What follows belongs to an exercise in optimizing a design on an open flow for small area, a short achievable clock period and few clock cycles; a production flow would make more cautious choices. Function was not checked in any run shown here: the RTL went through the layout flow alone. Power is estimated from default activity; no workload was simulated.

## flow/design.v (module list and top-level ports; edited modules follow where they fit)
// module bkosc: 852 lines
module bkosc (
    input  wire        clk,
    input  wire        rst,
    input  wire        cmd_valid,
    output wire        cmd_ready,
    input  wire [31:0] cmd_data,
    output wire        rsp_valid,
    input  wire        rsp_ready,
    output wire [31:0] rsp_data,
    output wire        pls_valid,
    input  wire        pls_ready,
    output wire [2:0]  pls_chan,
    output wire [31:0] pls_time,
    output wire [31:0] pls_delta
);
  // ...
==> flow/flow/run.sh <==
#!/bin/bash
# Standard ORFS layout, with timing repair aimed at a setup margin below the clock
# period (the SDC and its 15 ns clock are unchanged).
set -euo pipefail
bash standard.sh SETUP_SLACK_MARGIN=${FLOW_SETUP_MARGIN:-10} finish > standard_flow.log 2>&1
==> flow/standard.sh <==
#!/bin/bash
# synth_recipe.tcl (not shown) runs the flow's synth.tcl, then flattens the netlist and writes it again
# the make line also repeats each setting of config.mk as NAME=value (left out here)
make -C /OpenROAD-flow-scripts/flow DESIGN_CONFIG=/design/flow/config.mk WORK_HOME=/design/flow/orfs CLKGATE_MAP_FILE= SYNTH_SCRIPT=/design/flow/synth_recipe.tcl "${@:-finish}"
==> flow/config.mk <==
export PLATFORM = sky130hd
export DESIGN_NAME = bkosc
export DESIGN_NICKNAME = bkosc
export VERILOG_FILES = /design/flow/design.v
export SDC_FILE = /design/flow/constraint.sdc
export NUM_CORES = 4
export LEC_CHECK = 0
export ABC_CLOCK_PERIOD_IN_PS = 4000
export CAP_MARGIN = 20
export CORE_MARGIN = 2
export CORE_UTILIZATION = 40
export PLACE_DENSITY = 0.6
export SLEW_MARGIN = 20
==> flow/constraint.sdc <==
create_clock -name core_clock -period 15.0 [get_ports {clk}]
set_input_delay 3.0000 -clock core_clock [delete_from_list [all_inputs] [get_ports {clk}]]
set_output_delay 3.0000 -clock core_clock [all_outputs]
set_load 0.01 [all_outputs]
==> results.txt, run 1 <==
status finished clean; gr busiest metal met2; Most common cell on crit path fa_1; Largest regs last: 128 flops, volume: 120 flops; Layout non-clock buf frac 8.11%; Startpoint Class flop; CP max FO 6; Root Buffer clkbuf_16; Layout Skew 27.5 ps; M1 WL 64.4 mm; Place WS 7920 ps; Non-CTS inverters 464; Port Buffer Count 138; ys async rst share 0%; Post-synth top flop edfxtp_1; clock power share 23.3%; Area Overhead vs Synth 22.9%; Final Util 49.7%; critical path class reg -> reg; Initial Util 40.5%; die boundary height 347 um; VDD IR max 0.297 mV; vias in the first global route 36.7k; Post-Place Cells 6071; row cnt 125; die area 121000 um2; largest family of logic cells by synthesized area adder cells; Vias/cell 5.85; Design Area, Final 57900 um2; P_leak 22.7 nW; commonest non-fill, non-tap cells in the layout 517 x edfxtp_1, 484 x nor2_1, 440 x inv_1; remaining antenna violation count after routing 0; synthesized area per cell 10.3 um2; GR Util All Layers 24.9%; FMAX 157 MHz; fill count 10.4k; # clk buffers 102; multiplexer area fraction after synthesis 6.59%; tap cells 1524; met3 Use GR 4.53%; Pre-antenna DRT Iters 8
==> run 2: changes to the inputs <==
--- a/flow/design.v
+++ b/flow/design.v
@@ -47,41 +47,50 @@
     reg        g_as;        
     reg [14:0] g_am;
     reg [32:0] end_r;
     reg        is_end;
     reg [32:0] t0;
     reg [4:0]  p0;
     reg [14:0] l0;
     reg [3:0]  k0;
+    reg [35:0] kps, kpc;    
+    reg [35:0] k0p;         
     reg        as0;
     reg [14:0] am0;
     reg        m_v;
     reg [2:0]  m_ch;
     reg [31:0] m_t;
     reg        m_s;
-    reg [14:0] m_hi;
-    reg        m_lonz;
+    reg [14:0] m_xh, m_yh;   
+    reg        m_c15;        
+    reg        m_lonz;       
+    reg [14:0] vol_cur;      
     reg        o_v;
     reg [2:0]  o_ch;
     reg [31:0] o_t;
     reg [16:0] o_d;
     reg        r_v;
     reg [31:0] r_d;
     reg        r_two;
     reg        r_zero;
     reg [4:0]  r_key;
+    reg        q_v;         
+    reg [2:0]  q_code;
+    reg        q_two;
+    reg        q_zero;
+    reg [4:0]  q_key;
     assign rsp_valid = r_v;
     assign rsp_data  = r_d;
     assign pls_valid = o_v;
     assign pls_chan  = o_ch;
     assign pls_time  = o_t;
     assign pls_delta = {{15{o_d[16]}}, o_d};
-    wire stall = o_v & ~pls_ready;
-    wire exec  = sl_full & (r_st == R_IDLE) & ~r_v & ~run_rsp;
+    wire stall = (o_v & ~pls_ready) | (r_v & run_rsp);
+    wire exec  = sl_full & (r_st == R_IDLE) & ~run_rsp & ~q_v & ~(r_v & r_two);
     assign cmd_ready = ~sl_full | exec;
     function [1:0] op_words(input [3:0] o);
         case (o)
             4'h1, 4'h3, 4'h8, 4'hA, 4'hB: op_words = 2'd1;
             4'h5, 4'h6: op_words = 2'd2;
             default: op_words = 2'd0;
         endcase
     endfunction
@@ -211,35 +220,36 @@
         case (waveform)
             WF_SQUARE:   begin as_n = ~(p_n[3:0] < duty); am_n = 15'd32767; end
             WF_TRIANGLE: begin as_n = ~tri_i[3];          am_n = tri_m;     end
             WF_NOISE:    begin as_n = ~l_n[0];            am_n = 15'd32767; end
             WF_SAWTOOTH: begin as_n = (p_n[2:0] < 3'd3);  am_n = saw_m;     end
             default:     begin as_n = p_n[4];             am_n = sin_m;     end
         endcase
     end
-    wire [35:0] pp0 = g_k[0] ? {5'd0, period}        : 36'd0;
-    wire [35:0] pp1 = g_k[1] ? {4'd0, period, 1'b0}  : 36'd0;
-    wire [35:0] pp2 = g_k[2] ? {3'd0, period, 2'b0}  : 36'd0;
-    wire [35:0] pp3 = g_k[3] ? {2'd0, period, 3'b0}  : 36'd0;
     wire [35:0] tx  = {3'd0, g_t};
     wire [35:0] ne  = ~{3'd0, (r_st == R_GEN) ? end_r : endv};
-    wire [35:0] a1 = pp0 ^ pp1 ^ pp2;
-    wire [35:0] b1 = {(pp0[34:0] & pp1[34:0]) | (pp0[34:0] & pp2[34:0]) | (pp1[34:0] & pp2[34:0]), 1'b0};
-    wire [35:0] a2 = pp3 ^ tx ^ a1;
-    wire [35:0] b2 = {(pp3[34:0] & tx[34:0]) | (pp3[34:0] & a1[34:0]) | (tx[34:0] & a1[34:0]), 1'b0};
-    wire [35:0] a3 = a2 ^ b2 ^ b1;
-    wire [35:0] b3 = {(a2[34:0] & b2[34:0]) | (a2[34:0] & b1[34:0]) | (b2[34:0] & b1[34:0]), 1'b0};
-    wire [35:0] t_n = a3 + b3;
-    wire [35:0] a4 = a3 ^ b3 ^ ne;
-    wire [35:0] b4 = {(a3[34:0] & b3[34:0]) | (a3[34:0] & ne[34:0]) | (b3[34:0] & ne[34:0]), 1'b1};
-    wire [35:0] d_n = a4 + b4;
+    wire [35:0] a1 = tx ^ kps ^ kpc;
+    wire [35:0] b1 = {(tx[34:0] & kps[34:0]) | (tx[34:0] & kpc[34:0]) | (kps[34:0] & kpc[34:0]), 1'b0};
+    wire [35:0] t_n = a1 + b1;
+    wire [35:0] a2 = a1 ^ b1 ^ ne;
+    wire [35:0] b2 = {(a1[34:0] & b1[34:0]) | (a1[34:0] & ne[34:0]) | (b1[34:0] & ne[34:0]), 1'b1};
+    wire [35:0] d_n = a2 + b2;
     wire        ex_n = d_n[35];
+    wire [3:0]  kn_eff = g_tail ? 4'd1 : k_n;
+    wire [35:0] qq0 = kn_eff[0] ? {5'd0, period}        : 36'd0;
+    wire [35:0] qq1 = kn_eff[1] ? {4'd0, period, 1'b0}  : 36'd0;
+    wire [35:0] qq2 = kn_eff[2] ? {3'd0, period, 2'b0}  : 36'd0;
+    wire [35:0] qq3 = kn_eff[3] ? {2'd0, period, 3'b0}  : 36'd0;
+    wire [35:0] c1a = qq0 ^ qq1 ^ qq2;
+    wire [35:0] c1b = {(qq0[34:0] & qq1[34:0]) | (qq0[34:0] & qq2[34:0]) | (qq1[34:0] & qq2[34:0]), 1'b0};
+    wire [35:0] kns = c1a ^ c1b ^ qq3;
+    wire [35:0] knc = {(c1a[34:0] & c1b[34:0]) | (c1a[34:0] & qq3[34:0]) | (c1b[34:0] & qq3[34:0]), 1'b0};
     wire [14:0] mm_a = g_am;
-    wire [14:0] mm_b = volume[g_ch];
+    wire [14:0] mm_b = vol_cur;
     wire mm_n1 = (mm_a[0] & mm_b[13]) ^ (mm_a[1] & mm_b[12]);
     wire mm_n2 = (mm_a[0] & mm_b[13]) & (mm_a[1] & mm_b[12]);
     wire mm_n3 = (mm_a[0] & mm_b[14]) ^ (mm_a[1] & mm_b[13]) ^ (mm_a[2] & mm_b[12]);
     wire mm_n4 = ((mm_a[0] & mm_b[14]) & (mm_a[1] & mm_b[13])) | ((mm_a[0] & mm_b[14]) & (mm_a[2] & mm_b[12])) | ((mm_a[1] & mm_b[13]) & (mm_a[2] & mm_b[12]));
     wire mm_n5 = (mm_a[3] & mm_b[11]) ^ (mm_a[4] & mm_b[10]);
     wire mm_n6 = (mm_a[3] & mm_b[11]) & (mm_a[4] & mm_b[10]);
     wire mm_n7 = (mm_a[1] & mm_b[14]) ^ (mm_a[2] & mm_b[13]) ^ (mm_a[3] & mm_b[12]);
     wire mm_n8 = ((mm_a[1] & mm_b[14]) & (mm_a[2] & mm_b[13])) | ((mm_a[1] & mm_b[14]) & (mm_a[3] & mm_b[12])) | ((mm_a[2] & mm_b[13]) & (mm_a[3] & mm_b[12]));
@@ -596,17 +606,18 @@
     wire mm_n359 = mm_n308 ^ mm_n309 ^ (mm_a[14] & mm_b[11]);
     wire mm_n360 = (mm_n308 & mm_n309) | (mm_n308 & (mm_a[14] & mm_b[11])) | (mm_n309 & (mm_a[14] & mm_b[11]));
     wire mm_n361 = mm_n310 ^ mm_n311 ^ (mm_a[14] & mm_b[12]);
     wire mm_n362 = (mm_n310 & mm_n311) | (mm_n310 & (mm_a[14] & mm_b[12])) | (mm_n311 & (mm_a[14] & mm_b[12]));
     wire mm_n363 = mm_n312 ^ (mm_a[13] & mm_b[14]) ^ (mm_a[14] & mm_b[13]);
     wire mm_n364 = (mm_n312 & (mm_a[13] & mm_b[14])) | (mm_n312 & (mm_a[14] & mm_b[13])) | ((mm_a[13] & mm_b[14]) & (mm_a[14] & mm_b[13]));
     wire [29:0] mm_x = {1'b0, mm_n364, mm_n362, mm_n360, mm_n358, mm_n356, mm_n354, mm_n352, mm_n350, mm_n348, mm_n346, mm_n344, mm_n342, mm_n340, mm_n338, mm_n336, mm_n334, mm_n332, mm_n330, mm_n328, mm_n326, mm_n324, mm_n322, mm_n320, mm_n318, mm_n316, mm_n314, mm_n313, (mm_a[0] & mm_b[1]), (mm_a[0] & mm_b[0])};
     wire [29:0] mm_y = {1'b0, (mm_a[14] & mm_b[14]), mm_n363, mm_n361, mm_n359, mm_n357, mm_n355, mm_n353, mm_n351, mm_n349, mm_n347, mm_n345, mm_n343, mm_n341, mm_n339, mm_n337, mm_n335, mm_n333, mm_n331, mm_n329, mm_n327, mm_n325, mm_n323, mm_n321, mm_n319, mm_n317, mm_n315, (mm_a[2] & mm_b[0]), (mm_a[1] & mm_b[0]), 1'b0};
-    wire [29:0] prod = mm_x + mm_y;
+    wire [15:0] prod_lo = {1'b0, mm_x[14:0]} + {1'b0, mm_y[14:0]};
+    wire [14:0] m_hi    = m_xh + m_yh + {14'd0, m_c15};
     wire [15:0] m_level = m_s ? (~{1'b0, m_hi} + {15'd0, ~m_lonz}) : {1'b0, m_hi};
     wire [16:0] m_delta = {m_level[15], m_level} - {last[m_ch][15], last[m_ch]};
     reg [31:0] get_val;
     always @(*) begin
         case (r_key)
             5'h01: get_val = {29'd0, waveform};
             5'h02: get_val = {28'd0, duty};
             5'h03: get_val = {1'b0, period};
@@ -616,30 +627,57 @@
             5'h07: get_val = {31'd0, attached};
             5'h08: get_val = {28'd0, nch};
             default: get_val = {17'd0, volume[r_key[2:0]]};
         endcase
     end
     wire [12:0] adj_hi = (r_st == R_IDLE) ? {sl_w2b0, sl_w1[31:20]} : end_r[32:20];
     wire [12:0] t_adj  = g_t[32:20] - adj_hi;
     wire fin_eff = (r_st == R_GEN) ? g_final : (nch == 4'd1);
+    reg [2:0] e_code;
+    reg       e_resp;
+    always @(*) begin
+        e_resp = 1'b1;
+        e_code = C_STATE;
+        if (!hdr_bad) begin
+            case (op)
+                OP_SET_ATTR:
+                    e_code = !set_key_ok ? C_ATTR :
+                             (key == 8'h01 && (val < 1 || val > 5)) ? C_VALUE : 3'd0;
+                OP_GET_ATTR: e_code = get_key_ok ? 3'd0 : C_ATTR;
+                OP_RUN, OP_END: begin
+                    e_code = !attached ? C_STATE : !time_ok ? C_VALUE : 3'd0;
+                    if (attached && time_ok && has_steps) e_resp = 1'b0;
+                end
+                OP_RESET: e_code = 3'd0;
+                OP_ATTACH: e_code = attached ? C_STATE : (val < 1 || val > 8) ? C_NCH : 3'd0;
+                default: e_code = attached ? 3'd0 : C_STATE;
+            endcase
+        end
+    end
+    wire       e_two  = (op == OP_GET_ATTR) || (op == OP_GET_PTR);
+    wire       e_zero = hdr_bad || (op != OP_GET_ATTR) || !get_key_ok;
+    wire [31:0] e_word = {{29{e_code != 3'd0}}, e_code};
+    wire [31:0] q_word = {{29{q_code != 3'd0}}, q_code};
+    wire       head_free = ~r_v | (rsp_ready & ~r_two);
     wire no_more = (r_st != R_GEN) | (g_final & g_tail);
     integer i;
     always @(posedge clk) begin
         if (rst) begin
             sl_full  <= 1'b0;
             sl_cnt   <= 2'd0;
             r_st     <= R_IDLE;
             run_rsp  <= 1'b0;
             g_tail   <= 1'b0;
             g_ch     <= 3'd0;
             m_v      <= 1'b0;
             o_v      <= 1'b0;
             r_v      <= 1'b0;
             r_two    <= 1'b0;
+            q_v      <= 1'b0;
             attached <= 1'b0;
             nch      <= 4'd0;
             waveform <= WF_SQUARE;
             duty     <= 4'd4;
             period   <= 31'h100000;
             g_t      <= 33'd0;
             g_p      <= 5'd0;
             g_l      <= 15'h0001;
@@ -668,185 +706,181 @@
                     default: begin
                         sl_w2b0 <= cmd_data[0];
                         sl_w2hi <= (cmd_data[31:1] != 31'd0);
                         sl_cnt  <= 2'd0;
                         sl_full <= 1'b1;
                     end
                 endcase
             end
-            if (r_v && rsp_ready) begin
-                if (r_two) begin
-                    r_two <= 1'b0;
-                    r_d   <= r_zero ? 32'd0 : get_val;
+            if (r_v && rsp_ready && r_two) begin
+                r_two <= 1'b0;
+                r_d   <= r_zero ? 32'd0 : get_val;
+            end else if (head_free) begin
+                if (q_v) begin
+                    q_v    <= 1'b0;
+                    r_v    <= 1'b1;
+                    r_d    <= q_word;
+                    r_two  <= q_two;
+                    r_zero <= q_zero;
+                    r_key  <= q_key;
+                end else if (exec && e_resp) begin
+                    r_v    <= 1'b1;
+                    r_d    <= e_word;
+                    r_two  <= e_two;
+                    r_zero <= e_zero;
+                    r_key  <= {key[4], key[3:0]};
+                end else if (run_rsp && no_more && !m_v && (!o_v || pls_ready)) begin
+                    run_rsp <= 1'b0;
+                    r_v     <= 1'b1;
+                    r_d     <= 32'd0;
+                    r_two   <= 1'b0;
                 end else
                     r_v <= 1'b0;
-            end
-            if (run_rsp && no_more && !m_v && (!o_v || pls_ready)) begin
-                run_rsp <= 1'b0;
-                r_v     <= 1'b1;
-                r_d     <= 32'd0;
-                r_two   <= 1'b0;
+            end else if (exec && e_resp) begin
+                q_v    <= 1'b1;
+                q_code <= e_code;
+                q_two  <= e_two;
+                q_zero <= e_zero;
+                q_key  <= {key[4], key[3:0]};
             end
             if (!stall) begin
                 o_v  <= m_v && (m_delta != 17'd0);
                 o_ch <= m_ch;
                 o_t  <= m_t;
                 o_d  <= m_delta;
                 if (m_v) last[m_ch] <= m_level;
                 m_v    <= gen_step && !g_tail;
                 m_ch   <= g_ch;
                 m_t    <= g_t[31:0];
                 m_s    <= g_as;
-                m_hi   <= prod[29:15];
-                m_lonz <= (prod[14:0] != 15'd0);
+                m_xh   <= mm_x[29:15];
+                m_yh   <= mm_y[29:15];
+                m_c15  <= prod_lo[15];
+                m_lonz <= (prod_lo[14:0] != 15'd0);
             end
             if (r_st != R_GEN) begin
                 g_k  <= k_n;
+                kps  <= kns;
+                kpc  <= knc;
                 g_as <= as_n;
                 g_am <= am_n;
             end
+            if (r_st != R_GEN) vol_cur <= volume[0];
+            if (gen_step && !ex_n && !fin_eff) vol_cur <= volume[g_ch + 3'd1];
             if (gen_step) begin
                 if (ex_n) begin
                     g_t  <= t_n[32:0];
                     g_p  <= p_n;
                     g_l  <= l_n;
-                    g_k  <= g_tail ? 4'd1 : k_n;
+                    g_k  <= kn_eff;
+                    kps  <= kns;
+                    kpc  <= knc;
                     g_as <= as_n;
                     g_am <= am_n;
                 end else if (!fin_eff) begin
                     g_ch    <= g_ch + 3'd1;
                     g_final <= ({1'b0, g_ch} + 4'd2 == nch);
                     g_tail  <= 1'b0;
                     if (r_st == R_GEN) begin
                         g_t  <= t0;
                         g_p  <= p0;
                         g_l  <= l0;
                         g_k  <= k0;
+                        kps  <= k0p;
+                        kpc  <= 36'd0;
                         g_as <= as0;
                         g_am <= am0;
                     end else begin
                         g_k  <= g_k;
+                        kps  <= kps;
+                        kpc  <= kpc;
                         g_as <= g_as;
                         g_am <= g_am;
                     end
                 end else if (g_k == 4'd1) begin
                     g_t  <= t_n[32:0];
                     g_p  <= p_n;
                     g_l  <= l_n;
                     g_ch   <= 3'd0;
                     g_tail <= 1'b0;
                     r_st   <= R_FIN;
                 end else begin
                     g_tail <= 1'b1;
                     g_k    <= 4'd1;
+                    kps    <= {5'd0, period};
+                    kpc    <= 36'd0;
                 end
             end
             if (r_st == R_FIN) begin
                 r_st <= R_IDLE;
                 if (is_end) g_t[32:20] <= t_adj;
             end
-            if (exec) begin
-                r_two  <= (op == OP_GET_ATTR) || (op == OP_GET_PTR);
-                r_key  <= {key[4], key[3:0]};
-                r_zero <= 1'b1;
-                r_v    <= 1'b1;
-                r_d    <= {{29{1'b1}}, C_STATE};
-                if (!hdr_bad) begin
-                    case (op)
-                        OP_SET_ATTR: begin
-                            if (!set_key_ok)
-                                r_d <= {{29{1'b1}}, C_ATTR};
-                            else if (key == 8'h01) begin
-                                if (val < 1 || val > 5)
-                                    r_d <= {{29{1'b1}}, C_VALUE};
-                                else begin
-                                    if (val[2:0] != waveform) begin
-                                        waveform <= val[2:0];
-                                        g_p      <= 5'd0;
-                                    end
-                                    r_d <= 32'd0;
+            if (exec && !hdr_bad) begin
+                case (op)
+                    OP_SET_ATTR: begin
+                        if (set_key_ok) begin
+                            case (key)
+                                8'h01: if (val >= 1 && val <= 5 && val[2:0] != waveform) begin
+                                    waveform <= val[2:0];
+                                    g_p      <= 5'd0;
                                 end
-                            end else begin
-                                case (key)
-                                    8'h02: duty   <= duty_c;
-                                    8'h03: period <= per_c;
-                                    8'h04: g_p    <= phase_c;
-                                    8'h06: for (i = 0; i < 8; i = i + 1) volume[i] <= vol_c;
-                                    default: volume[key[2:0]] <= vol_c;
-                                endcase
-                                r_d <= 32'd0;
-                            end
+                                8'h02: duty   <= duty_c;
+                                8'h03: period <= per_c;
+                                8'h04: g_p    <= phase_c;
+                                8'h06: for (i = 0; i < 8; i = i + 1) volume[i] <= vol_c;
+                                default: volume[key[2:0]] <= vol_c;
+                            endcase
                         end
-                        OP_GET_ATTR: begin
-                            if (!get_key_ok)
-                                r_d <= {{29{1'b1}}, C_ATTR};
-                            else begin
-                                r_d    <= 32'd0;
-                                r_zero <= 1'b0;
-                            end
-                        end
-                        OP_RUN, OP_END: begin
-                            if (!attached)
-                                r_d <= {{29{1'b1}}, C_STATE};
-                            else if (!time_ok)
-                                r_d <= {{29{1'b1}}, C_VALUE};
-                            else if (has_steps) begin
-                                r_v     <= 1'b0;
+                    end
+                    OP_RUN, OP_END: begin
+                        if (attached && time_ok) begin
+                            if (has_steps) begin
                                 run_rsp <= 1'b1;
                                 if (!(ex_n == 1'b0 && nch == 4'd1 && g_k == 4'd1))
                                     r_st <= R_GEN;
                                 is_end  <= (op == OP_END);
                                 end_r   <= endv;
                                 if (!(ex_n == 1'b0 && nch != 4'd1))
                                     g_final <= (nch == 4'd1);
                                 t0      <= g_t;
                                 p0      <= g_p;
                                 l0      <= g_l;
                                 k0      <= g_k;
+                                k0p     <= kps + kpc;
                                 as0     <= g_as;
                                 am0     <= g_am;
-                            end else begin
-                                if (op == OP_END) g_t[32:20] <= t_adj;
-                                r_d <= 32'd0;
-                            end
+                            end else if (op == OP_END)
+                                g_t[32:20] <= t_adj;
                         end
-                        OP_RESET: begin
+                    end
+                    OP_RESET: begin
+                        g_t <= 33'd0;
+                        g_p <= 5'd0;
+                        g_l <= 15'h0001;
+                        for (i = 0; i < 8; i = i + 1) last[i] <= 16'sd0;
+                    end
+                    OP_ATTACH: begin
+                        if (!attached && val >= 1 && val <= 8) begin
+                            attached <= 1'b1;
+                            nch      <= val[3:0];
                             g_t <= 33'd0;
                             g_p <= 5'd0;
                             g_l <= 15'h0001;
                             for (i = 0; i < 8; i = i + 1) last[i] <= 16'sd0;
-                            r_d <= 32'd0;
                         end
-                        OP_ATTACH: begin
-                            if (attached)
-                                r_d <= {{29{1'b1}}, C_STATE};
-                            else if (val < 1 || val > 8)
-                                r_d <= {{29{1'b1}}, C_NCH};
-                            else begin
-                                attached <= 1'b1;
-                                nch      <= val[3:0];
-                                g_t <= 33'd0;
-                                g_p <= 5'd0;
-                                g_l <= 15'h0001;
-                                for (i = 0; i < 8; i = i + 1) last[i] <= 16'sd0;
-                                r_d <= 32'd0;
-                            end
-                        end
-                        default: begin  
-                            if (!attached)
-                                r_d <= {{29{1'b1}}, C_STATE};
-                            else begin
-                                attached <= 1'b0;
-                                nch      <= 4'd0;
-                                g_t <= 33'd0;
-                                g_p <= 5'd0;
-                                g_l <= 15'h0001;
-                                for (i = 0; i < 8; i = i + 1) last[i] <= 16'sd0;
-                                r_d <= 32'd0;
-                            end
+                    end
+                    OP_DETACH: begin
+                        if (attached) begin
+                            attached <= 1'b0;
+                            nch      <= 4'd0;
+                            g_t <= 33'd0;
+                            g_p <= 5'd0;
+                            g_l <= 15'h0001;
+                            for (i = 0; i < 8; i = i + 1) last[i] <= 16'sd0;
                         end
-                    endcase
-                end
+                    end
+                    default: ;
+                endcase
             end
         end
     end
 endmodule
==> flow/flow/run.sh (replaced) <==
#!/bin/bash
# Standard ORFS layout, with timing repair aimed at a setup margin below the clock
# period (the SDC and its 15 ns clock are unchanged).
set -euo pipefail
bash standard.sh SETUP_SLACK_MARGIN=${FLOW_SETUP_MARGIN:-11} finish > standard_flow.log 2>&1
==> results.txt, run 2 <==
status finished with violations (was finished clean); layout check failures max-capacitance violations, max-slew violations; Hold Path Class reg -> reg (unchanged); via count 47.0k (was 37.7k); Design Area, Final 73400 um2 (was 57900 um2); Congestion Overflow GR 0 (unchanged); PwrDens 125 nW/um2 (was 152 nW/um2); commonest cells in the synthesized netlist 664 x edfxtp_1, 552 x nor2_1, 527 x inv_1 (was 517 x edfxtp_1, 502 x nor2_1, 461 x inv_1); clk latency of the worst-skew pair 750 ps (was 660 ps); CP max FO 8 (was 6); DR WL met3 22.5 mm (was 13.5 mm); Nets 6521 (was 5389); register area share after synthesis 41.7% (was 40.0%); Die Wd 377 um (was 347 um); routability congestion estimate 0.922 (was 0.911); Synth top area share 35.8% (was 32.9%); total power 9.17 mW (was 8.83 mW); Layout Skew 50.9 ps (was 27.5 ps); fin crit share 41.4% (was 42.5%); Post-synth EDFFs 664 (was 517); M1 WL 81.2 mm (was 64.4 mm); synth unique cells 105 (was 100); synthesized flop and latch total 829 (was 684); clock-pin slew on the worst setup and hold paths 70 ps (was 60 ps); Worst slew margin -14.0% (was 12.6%); die area 142000 um2 (was 121000 um2); VDD IR max 0.169 mV (was 0.297 mV); clk buf depth 3 (unchanged); top sig layer met5 (was met4); row cnt 136 (was 125); ratio of cells with drive above 1 in the final layout 29.9% (was 19.1%); Max-Cap Viols 2 (was 0); GR Util All Layers 27.2% (was 24.9%); Area Overhead vs Synth 31.7% (was 22.9%); critical path class reg -> reg (unchanged); commonest non-fill, non-tap cells in the layout 664 x edfxtp_1, 475 x inv_1, 441 x nor2_1 (was 517 x edfxtp_1, 484 x nor2_1, 440 x inv_1); CTS sink count 829 (was 684); crit path capture type flop (unchanged); Total Routed Length 206 mm (was 154 mm); die boundary height 377 um (was 347 um); Data required, critical path 15470 ps (was 15380 ps); Most common cell on crit path fa_2 (was fa_1); Final Util 53.2% (was 49.7%); Post-Place Cells 7103 (was 6071); cell taking the most area after synthesis edfxtp_1 (unchanged); count leader, synth edfxtp_1 (unchanged); Fin. Hold Viols 0 (unchanged); Pre-antenna DRT Iters 10 (was 8); Syn. warnings 1 (unchanged); Root Buffer clkbuf_16 (unchanged); vias in the first global route 44.8k (was 36.7k); Largest regs last: 128 flops, volume: 120 flops (unchanged); P_leak 28.7 nW (was 22.7 nW); Port Buffer Count 138 (unchanged); Worst-Margin Slew 1710 ps (was 1300 ps); Startpoint Class flop (unchanged); max reg flops 128 (unchanged); fin. max-slew vios 16 (was 0); FMAX 161 MHz (was 157 MHz); syn nets 5967 (was 5124); wire length of the first global-routing pass 291 mm (was 230 mm); remaining antenna violation count after routing 0 (unchanged); worst hold slack 415 ps (was 409 ps); cell count after synthesis 5390 (was 4585); 1st-iter DRT viols 5598 (was 3831); Ports 139 (unchanged); Vias/cell 6.01 (was 5.85); WL met2 92.1 mm (was 70.4 mm); Worst Path Arrival 6680 ps (was 6760 ps); Post-synth top flop edfxtp_1 (unchanged); fill count 11.7k (was 10.4k); final worst setup slack 8790 ps (was 8620 ps); initial antenna violation count 9 (was 3); largest cells by area after synthesis edfxtp_1 36%, fa_1 11%, dfxtp_1 5.9% (was edfxtp_1 33%, fa_1 13%, dfxtp_1 7.1%); Initial Util 40.4% (was 40.5%); dpl cell area 59800 um2 (was 50800 um2); largest net degree at the start of global routing 69 (was 57); Crit-path slowest cell or4_4 (was fa_1); Max stage delay on crit path 570 ps (was 550 ps); synthesized area per cell 10.3 um2 (about the same); H-Tree Depth 3 (unchanged); endpoints failing setup 0 (unchanged); # DRC 0 (unchanged); CORE AREA 138000 um2 (was 117000 um2); setup TNS 0 ps (unchanged); Tmin final 6210 ps (was 6380 ps); RSZ-0062 raised after global routing yes (unchanged); Num CTS Buffers 95 (was 77); dpl hpwl 125 mm (was 104 mm); final cell count without fillers 7821 (was 6439); ys async rst share 0% (unchanged); largest register by flop count last (unchanged); synthesized cell area 55700 um2 (was 47100 um2); Place WS 7880 ps (was 7920 ps); commonest non-fill, non-tap cell in the layout edfxtp_1 (unchanged); CTS tree yes (unchanged); routed len/inst 26.3 um (was 23.9 um)
[run 2: changes by cell type after synthesis, moves of 61 or more]
cell	change
o21ai_0	+64
mux2i_1	+61
inv_1	+66
and2_1	+112
edfxtp_1	+147
a21oi_1	+97
[run 2: layout make-up]
cell class / count / area, um2 / area share [%]
clock buffer: 118 / 2570 / 3.50
multi-input combinational: 3763 / 34300 / 46.8
antenna: 1 / 2.50 / 0.00341
timing repair buffer: 720 / 8040 / 11.0
timing repair inverter: 1 / 5.00 / 0.00682
inverter: 534 / 2050 / 2.79
clock inverter: 61 / 769 / 1.05
tap: 1794 / 2240 / 3.06
sequential: 829 / 23300 / 31.8
[run 2: per-layer routing]
metal | GRT usage (%) | vias up
met2 | 42.1 | 2737
met5 | 0 | -
met3 | 5.98 | 530
met1 | 37.2 | 23395
met4 | 10.5 | 2
li1 | - | 20315
[run 2: path summary, 6_finish.rpt]
kind                            startpoint      end  slack [ps]  cells past startpoint
worst max register to register         q_v  kps[30]        8790                     29
worst min-delay path               m_t[24]  o_t[24]         410                      0
worst max-delay path                   q_v  kps[30]        8790                     29
worst min register to register     m_t[24]  o_t[24]         410                      0
[run 2: cells by family (layout without fill, tap and decap cells)]
family | Yosys count | count (layout) | synth area share (%)
and+or+nand+nor | 1681 | 1702 | 14.2
AOI/OAI and AO/OA | 1137 | 1141 | 13.4
DFF | 829 | 829 | 41.7
buffers and inverters | 823 | 1434 | 5.83
adders and majority gates | 540 | 540 | 16.2
muxes | 240 | 240 | 6.45
xor gates and xnor gates | 140 | 140 | 2.20
other | 0 | 1 | 0
[run 2: worst max-delay path, delay by kind of cell, from the launching register on]
family / cells / cell delay [ps]
buffers and inverters: 5 / 550
flip-flops: 1 / 330
adder cells (fa/ha/maj): 5 / 1710
XOR/XNOR: 1 / 160
AO/OA/AOI/OAI: 11 / 1790
multiplexers: 2 / 350
AND/OR/NAND/NOR: 5 / 1020
[run 2: what timing repair did]
item,CTS,global route
pin swaps,156,249
cloned,45,22
endpoints found under the setup margin,1258,851
setup buffers,302,169
gates resized for setup,944,683
hold buffers,0,0
[run 2: report_power, final]
part / internal (mW) / switching (mW) / total [mW]
Combinational: 1.68 / 2.25 / 3.92
Sequential: 2.66 / 0.0679 / 2.73
Clock: 1.47 / 1.05 / 2.51

## what the ideal ports hide
How much do the figures lean on ideal ports? The routed layouts below were timed once more, with nothing changed but the port constraints. Step 1 sets driving cells, clkbuf_16 on the clock port and buf_2 on the other inputs (assumed; they add their load-dependent delay and slew). Step 2 adds t to the input delays and takes it off the output delays; t is the mean of the earliest and latest rising clock arrival at the registers after step 1. Input paths then give back, and output paths get back, about the clock's delay inside the block. Three values: ideal ports, drivers, drivers and shift; two values: the first two.
run | t (ns) | setup WS [ns] | slew at the worst register clock pin (ns)
run 1 | 0.714 | 8.619 / 8.619 / 8.619 | 0.06 / 0.06
run 2 | 0.795 | 8.789 / 8.789 / 8.789 | 0.07 / 0.07
